From an optimization exercise on the open Yosys and OpenROAD flow, aimed at a short achievable clock period and few clock cycles; shortcuts taken in it are not production practice. The RTL was checked by simulation tests, not by an equivalence proof against the original design.

==> indigo <==
Design wspr_enc, start of the top module:
module wspr_enc (
  input  wire       clk,
  input  wire       rst,       
  input  wire       we,        
  input  wire [7:0] addr,      
  input  wire [7:0] wdata,
  output reg  [7:0] rdata      
);
Settings: LEC_CHECK=0, CAP_MARGIN=20, CORE_MARGIN=2, CORE_UTILIZATION=40, PLACE_DENSITY=0.6, SLEW_MARGIN=20; clock period 25.0 ns.
standard.sh (not shown) runs the stock make flow with config.mk's settings and CLKGATE_MAP_FILE= SYNTH_SCRIPT=/design/flow/synth_recipe.tcl, a recipe that flattens the netlist after the stock synthesis.
==> flow/flow/run.sh <==
#!/bin/bash
# The standard layout (standard.sh: ORFS synthesis to finish, unchanged
# SDC and clock period). Two settings differ from the defaults:
#  - ORFS's post-CTS and post-global-route timing repair aims for a setup
#    slack margin of 20 ns, so that it sizes the gates on the critical paths
#    instead of stopping once the 25 ns clock is met;
#  - the port buffers that buffer_ports inserts are buf_4 cells.
set -euo pipefail
bash standard.sh SETUP_SLACK_MARGIN=20 TNS_END_PERCENT=30 \
  'BUFFER_PORTS_ARGS=-buffer_cell sky130_fd_sc_hd__buf_4' finish > standard.log 2>&1
==> sierra: changes against indigo <==
--- a/flow/design.v
+++ b/flow/design.v
@@ -434,26 +434,37 @@
     for (i = 0; i < 4; i = i + 1) win[8'h0C + i] = loc4_r[i];
     for (i = 0; i < 6; i = i + 1) win[8'h10 + i] = loc6_r[i];
     for (i = 0; i < 3; i = i + 1) win[8'h16 + i] = pfx_r[i];
     win[8'h19] = sfx;
     win[8'h1A] = {7'd0, use_sfx};
     win[8'h1C] = status;
     for (i = 0; i < 162; i = i + 1) win[8'h20 + i] = {6'd0, sym_q[2*i +: 2]};
   end
-  reg [7:0]  rd_grp [0:15];
-  reg [15:0] rd_hit;
+  reg [15:0] rd_lo, rd_hi;
+  reg [7:0]  rd_t   [0:15];
+  reg [7:0]  rd_col [0:12];
+  reg [7:0]  rd_u   [0:15];
   reg [7:0]  rd_mux;
-  integer g, e;
+  integer g, e, w;
   always @* begin
-    for (g = 0; g < 16; g = g + 1) begin
-      rd_grp[g] = 8'h00;
+    for (e = 0; e < 16; e = e + 1) begin
+      rd_lo[e] = (addr[3:0] == e);
+      rd_hi[e] = (addr[7:4] == e);
+    end
+    for (g = 0; g < 13; g = g + 1) begin
       for (e = 0; e < 16; e = e + 1)
-        if (addr[3:0] == e) rd_grp[g] = win[16 * g + e];
-      rd_hit[g] = (addr[7:4] == g);
+        rd_t[e] = (16 * g + e == 8'h1B) ? 8'h00 : (win[16 * g + e] & {8{rd_lo[e]}});
+      for (w = 8; w >= 1; w = w / 2)
+        for (e = 0; e < w; e = e + 1)
+          rd_t[e] = rd_t[2 * e] | rd_t[2 * e + 1];
+      rd_col[g] = rd_t[0];
     end
-    rd_mux = 8'h00;
     for (g = 0; g < 16; g = g + 1)
-      rd_mux = rd_mux | (rd_grp[g] & {8{rd_hit[g]}});
+      rd_u[g] = (g < 13) ? (rd_col[g] & {8{rd_hi[g]}}) : 8'h00;
+    for (w = 8; w >= 1; w = w / 2)
+      for (g = 0; g < w; g = g + 1)
+        rd_u[g] = rd_u[2 * g] | rd_u[2 * g + 1];
+    rd_mux = rd_u[0];
   end
   always @(posedge clk)
     rdata <= rd_mux;
 endmodule
==> flow/flow/run.sh (replaced) <==
#!/bin/bash
# The standard layout (standard.sh: ORFS synthesis to finish, unchanged
# SDC and clock period). Settings that differ from the defaults:
#  - ORFS's post-CTS and post-global-route timing repair aims for a setup
#    slack margin of 20 ns, so that it sizes the gates on the critical paths
#    instead of stopping once the 25 ns clock is met;
#  - repair_design keeps 40% (not 20%) away from the max slew and max
#    capacitance limits, so that detours in detailed routing stay legal;
#  - the port buffers that buffer_ports inserts are buf_4 cells.
set -euo pipefail
bash standard.sh SETUP_SLACK_MARGIN=20 TNS_END_PERCENT=30 SLEW_MARGIN=40 CAP_MARGIN=40 \
  'BUFFER_PORTS_ARGS=-buffer_cell sky130_fd_sc_hd__buf_4' finish > standard.log 2>&1
==> violet: changes against indigo <==
--- a/flow/design.v
+++ b/flow/design.v
@@ -434,26 +434,18 @@
     for (i = 0; i < 4; i = i + 1) win[8'h0C + i] = loc4_r[i];
     for (i = 0; i < 6; i = i + 1) win[8'h10 + i] = loc6_r[i];
     for (i = 0; i < 3; i = i + 1) win[8'h16 + i] = pfx_r[i];
     win[8'h19] = sfx;
     win[8'h1A] = {7'd0, use_sfx};
     win[8'h1C] = status;
     for (i = 0; i < 162; i = i + 1) win[8'h20 + i] = {6'd0, sym_q[2*i +: 2]};
   end
-  reg [7:0]  rd_grp [0:15];
-  reg [15:0] rd_hit;
-  reg [7:0]  rd_mux;
-  integer g, e;
+  reg [7:0] rd_mux;
   always @* begin
-    for (g = 0; g < 16; g = g + 1) begin
-      rd_grp[g] = 8'h00;
-      for (e = 0; e < 16; e = e + 1)
-        if (addr[3:0] == e) rd_grp[g] = win[16 * g + e];
-      rd_hit[g] = (addr[7:4] == g);
-    end
     rd_mux = 8'h00;
-    for (g = 0; g < 16; g = g + 1)
-      rd_mux = rd_mux | (rd_grp[g] & {8{rd_hit[g]}});
+    for (i = 0; i < 8'hC2; i = i + 1)
+      if (i != 8'h1B && i != 8'h1D && i != 8'h1E && i != 8'h1F)
+        rd_mux = rd_mux | (win[i] & {8{addr == i}});
   end
   always @(posedge clk)
     rdata <= rd_mux;
 endmodule
==> flow/flow/run.sh (replaced) <==
#!/bin/bash
# The standard layout (standard.sh: ORFS synthesis to finish, unchanged
# SDC and clock period). Settings that differ from the defaults:
#  - ORFS's post-CTS and post-global-route timing repair aims for a setup
#    slack margin of 20 ns, so that it sizes the gates on the critical paths
#    instead of stopping once the 25 ns clock is met;
#  - repair_design keeps 40% (not 20%) away from the max slew and max
#    capacitance limits, so that detours in detailed routing stay legal;
#  - the port buffers that buffer_ports inserts are buf_4 cells.
set -euo pipefail
bash standard.sh SETUP_SLACK_MARGIN=20 TNS_END_PERCENT=30 SLEW_MARGIN=40 CAP_MARGIN=40 \
  'BUFFER_PORTS_ARGS=-buffer_cell sky130_fd_sc_hd__buf_4' finish > standard.log 2>&1
==> impl_metrics.ini <==
[cells_and_area]
drive_above_1_share_pct = 11.4
inverters = 726
layout_common_cells = dfxtp_1, nand2_1, xnor2_1

[outcome]
status = complete, no violations

[power_and_ir_drop]
power.total_mw = 10.5

[synthesis]
syn_avg_cell_area_um2 = 8.67
synth_common_cells = dfxtp_1, nand2_1, xnor2_1
synth_mux_area_share_pct = 1.48
syn_nets = 10918

[global_route]
grt_use_met1_pct = 39.5

[placement]
dpl-instance-area_um2 = 92800
[end of results for violet]
==> impl_metrics.ini <==
[cells_and_area]
inverters = 556
layout_common_cells = dfxtp_1, nand2_1, xnor2_1

[placement]
dpl-instance-area_um2 = 91200

[synthesis]
synth_common_cells = dfxtp_1, nand2_1, a21oi_1
syn_nets = 10822
syn_avg_cell_area_um2 = 8.64
synth_mux_area_share_pct = 1.48

[power_and_ir_drop]
p_leak_nw = 39.3
power.total_mw = 12.9

[outcome]
status = complete, no violations

[global_route]
grt_use_met1_pct = 38.5
[end of results for indigo]
==> impl_metrics.ini <==
[synthesis]
syn_avg_cell_area_um2 = 8.57
synth_common_cells = dfxtp_1, nand2_1, a21oi_1

[power_and_ir_drop]
clockPowerShare_pct = 25.1
power.total_mw = 10.3

[floorplanning]
num_io_pins = 27

[cells_and_area]
drive_above_1_share_pct = 10.5
inverters = 720
layout_common_cells = dfxtp_1, nand2_1, xnor2_1

[outcome]
status = complete, no violations

[setup_path]
path_class = flop to output port

[min_path]
hp-class = flop to flop

[global_route]
grt_use_met1_pct = 38.9
[end of results for sierra]
Testbench counts of indigo, summed over its fixed seeds: cycles 175,467.
Testbench counts of sierra, summed over its fixed seeds: cycles 175,467.
Testbench counts of violet, summed over its fixed seeds: cycles 175,467.

## what the ideal ports hide
In the flow no input, the clock included, has a driving cell. The finished layouts below were timed again as built, in two steps. Step 1, drivers: a clkbuf_16 drives clk and a buf_2 each remaining input, both assumed. Step 2, shift: input delay + t, output delay - t, t = (earliest + latest rising clock arrival at the registers) / 2. This alone moves slack from input paths to output paths. Three values: ideal, step 1, step 2; two values: the first two.
run	t (ns)	slack for setup (ns)	worst setup path after step 2	pins driven straight from the clock port
indigo	0.911	18.455 / 18.293 / 17.381	input to register	1
sierra	0.921	18.596 / 18.500 / 17.668	input to register	1
violet	0.939	18.565 / 18.394 / 17.455	input to register	1
After both steps every run listed still meets setup and hold. For violet, which loses most, drivers alone change the setup slack by -0.171 ns; drivers and shift together by -1.110 ns.
